This design comes from an exercise in tuning for small area, a short achievable clock period and few clock cycles per item on the open sky130 flow, not from production work.
In this exercise RTL edits were held to simulation tests only and were not proved equivalent to the original.
Power is estimated from default activity; no workload was simulated.

==> job 8984: inputs <==
==> flow/design.v (excerpt) <==
module lz_compress (
    input  wire        clk,
    input  wire        rst,
    input  wire        start,
    input  wire [12:0] src_len,
    input  wire [12:0] dst_cap,
    output wire        busy,
    output reg         done,
    output wire [7:0]  err_code,
    output wire [12:0] result_len,
    output wire [11:0] src_addr,
    input  wire [7:0]  src_rdata,
    output reg         dst_we,
    output reg  [12:0] dst_addr,
    output reg  [7:0]  dst_wdata,
    output reg  [11:0] head_addr,
    output reg         head_we,
    output reg  [12:0] head_wdata,
    input  wire [12:0] head_rdata,
    output reg  [10:0] chain_addr,
    output reg         chain_we,
    output wire [10:0] chain_wdata,
    input  wire [10:0] chain_rdata
);
    localparam [3:0]
        S_IDLE = 4'd0,
        S_CHK  = 4'd1,
        S_CLR  = 4'd2,
        S_HA   = 4'd3,    
        S_HB   = 4'd4,    
        S_SRCH = 4'd5,    
        S_DEC  = 4'd6,    
        S_T0   = 4'd7,    
        S_T1   = 4'd8,
        S_FIN  = 4'd9;
    localparam [1:0] PH_V0 = 2'd0,   
                     PH_V1 = 2'd1,   
                     PH_V2 = 2'd2,   
                     PH_E  = 2'd3;   
    reg [3:0]  state;
    reg [1:0]  err;
    reg [12:0] rem;          
    reg [12:0] q;            
    reg [12:0] co;           
    reg [3:0]  cnt;          
    reg [7:0]  w [0:9];      
    reg [11:0] sa;           
    reg [10:0] lk;
    reg        lkp;
    reg [3:0]  run_len;
    reg [12:0] hdr;
    reg        hpend;
    reg [3:0]  hval;
    reg        b1pend;
    reg [11:0] p, pf, cdist;
    reg [10:0] delta;
    reg        cyc0, cyc1;
    reg [3:0]  bl;
    reg [10:0] bd;
    reg        iv;
    reg [1:0]  iph;
    reg [3:0]  ik;
    reg        fv;
    reg [1:0]  fph;
    reg [3:0]  fk;
    assign busy        = (state != S_IDLE);
    assign err_code    = {6'd0, err};
    assign result_len  = co;
    assign src_addr    = sa;
    assign chain_wdata = lk;
    function eligible;
        input [7:0] b;
        begin
            eligible = (b == 8'h00) || (b >= 8'h09 && b <= 8'h7F);
        end
    endfunction
    wire [8:0] ha = {1'b0, w[1]};
    wire [8:0] hb = {1'b0, w[2]};
    wire [8:0] hash = {ha[5:0], ha[8:6]} ^ {hb[2:0], hb[8:3]} ^ {1'b0, w[3]};
    wire [11:0] hd     = q[11:0] - head_rdata[11:0];
  ...
Settings: LEC_CHECK=0, CAP_MARGIN=20, CORE_MARGIN=2, CORE_UTILIZATION=40, SETUP_SLACK_MARGIN=5.0, SLEW_MARGIN=20; clock period 10.0 ns.
run.sh (not shown) runs the stock make flow with config.mk's settings and CLKGATE_MAP_FILE= SYNTH_SCRIPT=/design/flow/synth_recipe.tcl, a recipe that flattens the netlist after the stock synthesis.
==> inputs of job 3472, as changes to job 8984 <==
--- a/flow/design.v
+++ b/flow/design.v
@@ -30,41 +30,34 @@
         S_HB   = 4'd4,    
         S_SRCH = 4'd5,    
         S_DEC  = 4'd6,    
         S_T0   = 4'd7,    
         S_T1   = 4'd8,
         S_FIN  = 4'd9;
-    localparam [1:0] PH_V0 = 2'd0,   
-                     PH_V1 = 2'd1,   
-                     PH_V2 = 2'd2,   
-                     PH_E  = 2'd3;   
     reg [3:0]  state;
     reg [1:0]  err;
     reg [12:0] rem;          
     reg [12:0] q;            
     reg [12:0] co;           
     reg [3:0]  cnt;          
     reg [7:0]  w [0:9];      
     reg [11:0] sa;           
     reg [10:0] lk;
     reg        lkp;
     reg [3:0]  run_len;
     reg [12:0] hdr;
-    reg        hpend;
-    reg [3:0]  hval;
+    reg        hpend;        
     reg        b1pend;
-    reg [11:0] p, pf, cdist;
+    reg [11:0] p;
     reg [10:0] delta;
     reg        cyc0, cyc1;
     reg [3:0]  bl;
     reg [10:0] bd;
     reg        iv;
-    reg [1:0]  iph;
     reg [3:0]  ik;
     reg        fv;
-    reg [1:0]  fph;
     reg [3:0]  fk;
     assign busy        = (state != S_IDLE);
     assign err_code    = {6'd0, err};
     assign result_len  = co;
     assign src_addr    = sa;
     assign chain_wdata = lk;
@@ -73,67 +66,48 @@
         begin
             eligible = (b == 8'h00) || (b >= 8'h09 && b <= 8'h7F);
         end
     endfunction
     wire [8:0] ha = {1'b0, w[1]};
     wire [8:0] hb = {1'b0, w[2]};
-    wire [8:0] hash = {ha[5:0], ha[8:6]} ^ {hb[2:0], hb[8:3]} ^ {1'b0, w[3]};
+    wire [8:0] hash = {ha[3:0], ha[8:4]} ^ (ha >> 3) ^ {hb[6:0], hb[8:7]} ^ (hb >> 3) ^ {1'b0, w[3]};
     wire [11:0] hd     = q[11:0] - head_rdata[11:0];
     wire        hvalid = head_rdata[12] & ~hd[11];
-    wire        ins_ok = (rem >= 13'd3);
+    reg         ins_ok;      
     wire [3:0]  lim    = (rem >= 13'd10) ? 4'd10 : rem[3:0];
     wire [10:0] dsrc    = cyc1 ? chain_rdata : delta;
     wire [11:0] c_np    = p - {1'b0, dsrc};
+    wire [11:0] cdist   = q[11:0] - p;                           
+    wire [11:0] pf      = p + ((bl >= 4'd3) ? {8'd0, bl} : 12'd0);  
     wire [11:0] c_npf   = pf - {1'b0, dsrc};
     wire [11:0] c_ndist = cdist + {1'b0, dsrc};
     wire        c_nval  = (dsrc != 11'd0) & ~c_ndist[11];
-    wire [3:0]  ek = (bl >= 4'd3) ? bl + 4'd1 : 4'd3;    
-    reg        nv;
-    reg [1:0]  nph;
-    reg [3:0]  nk;
-    always @(*) begin
-        nv  = 1'b0;
-        nph = PH_E;
-        nk  = ek;
-        case (iph)
-            PH_V0: begin nv = 1'b1; nph = PH_V1; nk = 4'd0; end
-            PH_V1: begin
-                if (ik == 4'd0) begin
-                    nv = 1'b1; nph = PH_V1; nk = 4'd1;
-                end else if (bl > 4'd3) begin
-                    nv = 1'b1; nph = PH_V2; nk = 4'd3;
-                end else begin
-                    nv = (ek < lim);
-                end
-            end
-            PH_V2: begin
-                if (ik + 4'd1 < bl) begin
-                    nv = 1'b1; nph = PH_V2; nk = ik + 4'd1;
-                end else begin
-                    nv = (ek < lim);
-                end
-            end
-            default: begin
-                nv = (ik + 4'd1 < lim); nk = ik + 4'd1;
-            end
-        endcase
-        if (!iv) nv = 1'b0;
-    end
+    function [3:0] nxt;
+        input [3:0] k;
+        reg   [3:0] s1;
+        begin
+            s1  = (k == 4'd1) ? 4'd3 : k + 4'd1;
+            nxt = (s1 == bl) ? s1 + 4'd1 : s1;
+        end
+    endfunction
+    wire        i_first = (ik == bl) && (bl >= 4'd3);
+    wire [3:0]  nk      = i_first ? 4'd0 : nxt(ik);
+    wire        nv      = iv && (nk < lim);
     wire m        = (src_rdata == w[fk]);
-    wire last_ver = ((fph == PH_V1) && (fk == 4'd1) && (bl <= 4'd3)) ||
-                    ((fph == PH_V2) && (fk + 4'd1 == bl));
-    wire ev_rej   = fv && (fph != PH_E) && !m;
-    wire ev_end   = fv && (((fph != PH_E) && m && last_ver && !(ek < lim)) ||
-                           ((fph == PH_E) && m && (fk + 4'd1 == lim)));
-    wire ev_acc   = fv && (fph == PH_E) && !m;
+    wire f_ext    = (fk > bl);
+    wire f_last   = (fk != bl) && !(nxt(fk) < lim);
+    wire ev_rej   = fv && !f_ext && !m;
+    wire ev_end   = fv && m && f_last;
+    wire ev_acc   = fv && f_ext && !m;
     wire sw       = ev_rej || ev_acc;
     wire sw_valid = c_nval;
     wire [3:0]  bl_new = ev_acc ? fk : bl;
     wire [11:0] sw_p   = c_np;
     wire [11:0] sw_d   = c_ndist;
-    wire [11:0] sw_a   = ev_acc ? (c_np + {8'd0, fk}) : c_npf;
+    wire [11:0] acc_a  = (p + {8'd0, fk}) - {1'b0, delta};
+    wire [11:0] sw_a   = ev_acc ? acc_a : c_npf;
     wire       is_pair  = (w[0] == 8'h20) && (w[1][7:6] == 2'b01);
     wire       tok_pair = is_pair && (bl <= 4'd3);
     wire       tok_bref = !tok_pair && (bl >= 4'd3);
     wire [3:0] tok_len  = tok_pair ? 4'd2 : (tok_bref ? bl : 4'd1);
     wire [7:0]  lb       = (state == S_T1) ? w[2] : ((state == S_T0) ? w[1] : w[0]);
     wire        lb_lit   = eligible(lb) && (run_len == 4'd0);
@@ -144,13 +118,13 @@
     reg [12:0] wr_addr;
     reg [7:0]  wr_data;
     always @(*) begin
         head_addr  = {3'd0, hash};
         head_we    = 1'b0;
         head_wdata = {1'b1, q[11:0]};
-        chain_addr = q[10:0] - 11'd1;
+        chain_addr = q[10:0];
         chain_we   = 1'b0;
         new_we     = 1'b0;
         wr_addr   = co;
         wr_data  = lb;
         case (state)
             S_CLR: begin
@@ -158,13 +132,12 @@
                 head_we    = 1'b1;
                 head_wdata = 13'd0;
             end
             S_HB:   head_we = ins_ok;
             S_SRCH: chain_addr = p[10:0];
             S_DEC: begin
-                chain_addr = q[10:0];
                 new_we = 1'b1;
                 if (tok_pair) begin
                     wr_data = w[1] ^ 8'h80;
                 end else if (tok_bref) begin
                     wr_data = {2'b10, bd[10:5]};
                 end else if (!lb_lit && run_len == 4'd0) begin
@@ -203,13 +176,13 @@
                 wr_we    = 1'b1;
                 wr_addr  = co;
                 wr_data = {bd[4:0], bl[2:0] - 3'd3};
             end else if (hpend) begin
                 wr_we    = 1'b1;
                 wr_addr  = hdr;
-                wr_data = {4'd0, hval};
+                wr_data = {4'd0, run_len};
             end
         end
     end
     integer i;
     always @(posedge clk) begin
         if (rst) begin
@@ -236,20 +209,22 @@
             done <= 1'b0;
             if (!new_we) begin
                 if (b1pend) begin
                     b1pend <= 1'b0;
                     co     <= co1;
                 end else if (hpend) begin
-                    hpend <= 1'b0;
+                    hpend   <= 1'b0;
+                    run_len <= 4'd0;
                 end
             end
             if (chain_we) lkp <= 1'b0;
             case (state)
                 S_IDLE: begin
                     if (start) begin
                         rem   <= src_len;
+                        ins_ok <= (src_len >= 13'd3);
                         co    <= dst_cap;
                         state <= S_CHK;
                     end
                 end
                 S_CHK: begin
                     if (rem > 13'd4096 || co > 13'd4609) begin
@@ -275,44 +250,42 @@
                     end
                 end
                 S_CLR: begin
                     for (i = 0; i < 9; i = i + 1) w[i] <= w[i+1];
                     w[9] <= src_rdata;
                     if (q[8:0] == 9'd511) begin
-                        q     <= 13'd0;
+                        q     <= 13'h1fff;      
                         state <= S_HA;
                     end else begin
                         q  <= q + 13'd1;
                         sa <= sa + 12'd1;
                     end
                 end
                 S_HA: begin
-                    if (cnt == 4'd0 && rem < 13'd3)
+                    q <= q + 13'd1;
+                    if (cnt == 4'd0 && !ins_ok)
                         state <= S_T0;
                     else
                         state <= S_HB;
                 end
                 S_HB: begin
                     lk  <= hvalid ? hd[10:0] : 11'd0;
                     lkp <= ins_ok;
                     for (i = 0; i < 9; i = i + 1) w[i] <= w[i+1];
                     w[9] <= src_rdata;
                     if (cnt != 4'd0) begin
                         cnt   <= cnt - 4'd1;
-                        q     <= q + 13'd1;
                         rem   <= rem - 13'd1;
+                        ins_ok <= (rem >= 13'd4);
                         sa    <= sa + 12'd1;
                         state <= S_HA;
                     end else begin
                         bl    <= 4'd2;
                         p     <= head_rdata[11:0];
-                        pf    <= head_rdata[11:0];
                         sa    <= hvalid ? head_rdata[11:0] : q[11:0] + 12'd10;
-                        cdist  <= hd;
                         iv    <= 1'b1;
-                        iph   <= PH_V1;
                         ik    <= 4'd0;
                         fv    <= 1'b0;
                         cyc0  <= 1'b1;
                         cyc1  <= 1'b0;
                         state <= hvalid ? S_SRCH : S_DEC;
                     end
@@ -335,77 +308,55 @@
                         fv <= 1'b0;
                         if (!sw_valid) begin
                             sa    <= q[11:0] + 12'd10;
                             state <= S_DEC;
                         end else begin
                             p    <= sw_p;
-                            cdist <= sw_d;
                             sa   <= sw_a;
-                            pf   <= sw_a;
                             cyc0 <= 1'b1;
                             cyc1 <= 1'b0;
                             iv   <= 1'b1;
-                            if (bl_new >= 4'd3) begin
-                                iph <= PH_V0;
-                                ik  <= bl_new;
-                            end else begin
-                                iph <= PH_V1;
-                                ik  <= 4'd0;
-                            end
+                            ik   <= (bl_new >= 4'd3) ? bl_new : 4'd0;
                         end
                     end else begin
                         fv  <= iv;
-                        fph <= iph;
                         fk  <= ik;
                         iv  <= nv;
-                        iph <= nph;
                         ik  <= nk;
                         sa  <= p + {8'd0, nk};
                     end
                 end
                 S_DEC: begin
                     q   <= q + 13'd1;
                     rem <= rem - 13'd1;
+                    ins_ok <= (rem >= 13'd4);
                     cnt <= tok_len - 4'd1;
                     state <= (tok_len == 4'd1 && rem < 13'd4) ? S_T0 : S_HB;
                     if (tok_pair || tok_bref) begin
                         co <= co1;
-                        if (run_len != 4'd0) begin
-                            hpend   <= 1'b1;
-                            hval    <= run_len;
-                            run_len <= 4'd0;
-                        end
+                        if (run_len != 4'd0) hpend <= 1'b1;
                         b1pend <= tok_bref;
                     end else if (lb_lit) begin
                         co <= co1;
                     end else begin
                         if (run_len == 4'd0) begin
                             hdr <= co;
                             co  <= co + 13'd2;
                         end else begin
                             co  <= co1;
                         end
-                        if (run_len == 4'd7) begin
-                            hpend   <= 1'b1;
-                            hval    <= 4'd8;
-                            run_len <= 4'd0;
-                        end else begin
-                            run_len <= run_len + 4'd1;
-                        end
+                        run_len <= run_len + 4'd1;
+                        if (run_len == 4'd7) hpend <= 1'b1;
                     end
                 end
                 S_T0, S_T1: begin
                     if (hpend) begin
                         state <= state;
                     end else if (state == S_T0 && t_pair) begin
                         co <= co1;
-                        if (run_len != 4'd0) begin
-                            hpend   <= 1'b1;
-                            hval    <= run_len;
-                            run_len <= 4'd0;
-                        end
+                        if (run_len != 4'd0) hpend <= 1'b1;
                         state <= S_FIN;
                     end else if (state == S_T0 && rem == 13'd0) begin
                         state <= S_FIN;
                     end else begin
                         if (lb_lit) begin
                             co <= co1;
@@ -413,19 +364,14 @@
                             if (run_len == 4'd0) begin
                                 hdr <= co;
                                 co  <= co + 13'd2;
                             end else begin
                                 co  <= co1;
                             end
-                            if (run_len == 4'd7) begin
-                                hpend   <= 1'b1;
-                                hval    <= 4'd8;
-                                run_len <= 4'd0;
-                            end else begin
-                                run_len <= run_len + 4'd1;
-                            end
+                            run_len <= run_len + 4'd1;
+                            if (run_len == 4'd7) hpend <= 1'b1;
                         end
                         state <= (state == S_T0 && rem == 13'd2) ? S_T1 : S_FIN;
                     end
                 end
                 S_FIN: begin
                     if (!b1pend && !hpend) begin
==> flow/flow/run.sh (new file) <==
#!/bin/bash
# Standard layout (the standard.sh, standard synthesis), with two changes:
# plain buffers (buf_1) on the ports instead of the delay buffers buffer_ports
# picks by default, and timing repair aiming 6 ns below the 10 ns clock.
set -euo pipefail
export BUFFER_PORTS_ARGS="-buffer_cell sky130_fd_sc_hd__buf_1"
export SETUP_SLACK_MARGIN=6.0
bash standard.sh > standard.log 2>&1
==> flow/standard.sh (new file) <==
#!/bin/bash
# synth_recipe.tcl (not shown) runs the flow's synth.tcl, then flattens the netlist and writes it again
# the make line also repeats each setting of config.mk as NAME=value (left out here)
make -C /OpenROAD-flow-scripts/flow DESIGN_CONFIG=/design/flow/config.mk WORK_HOME=/design/flow/orfs CLKGATE_MAP_FILE= SYNTH_SCRIPT=/design/flow/synth_recipe.tcl "${@:-finish}"
==> flow/config.mk (replaced) <==
export PLATFORM = sky130hd
export DESIGN_NAME = lz_compress
export DESIGN_NICKNAME = lz_compress
export VERILOG_FILES = /design/flow/design.v
export SDC_FILE = /design/flow/constraint.sdc
export NUM_CORES = 4
export LEC_CHECK = 0
export CAP_MARGIN = 20
export CORE_MARGIN = 2
export CORE_UTILIZATION = 50
export CTS_BUF_LIST = sky130_fd_sc_hd__clkbuf_4 sky130_fd_sc_hd__clkbuf_8
export SLEW_MARGIN = 20
removed: flow/run.sh
==> comparison <==
Job 8984 ran to the end with no violations. Job 3472 completed without violations. Between job 3472 and job 8984, the lower cell count is in job 3472 (gap about 2.8%, measured against job 8984). Of job 3472 and job 8984, job 8984 has the higher combinational power (gap about 80%, measured against job 8984). Between job 3472 and job 8984, the lower clock skew is in job 8984 (gap 0.023 ns). Between job 8984 and job 3472, the lower die area is in job 3472 (gap 31%, measured against job 3472). In job 3472 the register-to-register slack is worse than in job 8984, by 0.09 ns. Against job 3472, the non-clock buffer count of job 8984 is lower by 140. Count of clock-buffer cells in the layout: job 3472 is higher than job 8984 (22). Of job 8984 and job 3472, job 8984 has the higher sequential power (gap about 44%, measured against job 3472).
Testbench counts of job 8984, summed over its fixed seeds: cycles 340,128, bytes 47,585.
Testbench counts of job 3472, summed over its fixed seeds: cycles 333,986, bytes 47,585.

-- separate check: timing with driven ports --
In the flow no input, the clock included, has a driving cell. The finished layouts below were timed again as built, in two steps. Step 1 sets driving cells, clkbuf_16 on the clock port and buf_2 on the other inputs (assumed; they add their load-dependent delay and slew). Step 2 times the ports against the registers' clock, not the clock port: input delays grow and output delays shrink by t, the midpoint of the rising clock arrivals with the driver on. Three values: ideal, step 1, step 2; two values: the first two.
run	t (ns)	slack for setup (ns)	worst hold slack (ns)	clock arrival spread, ns
job 8984	0.604	5.034 / 4.997 / 4.466	0.447 / 0.447 / 0.447	0.020 / 0.020
job 3472	0.698	5.089 / 5.089 / 4.703	0.444 / 0.444 / 0.444	0.044 / 0.044
After both steps every run listed still meets setup and hold. For job 8984, which loses most, drivers alone change the setup slack by -0.037 ns; drivers and shift together by -0.568 ns.
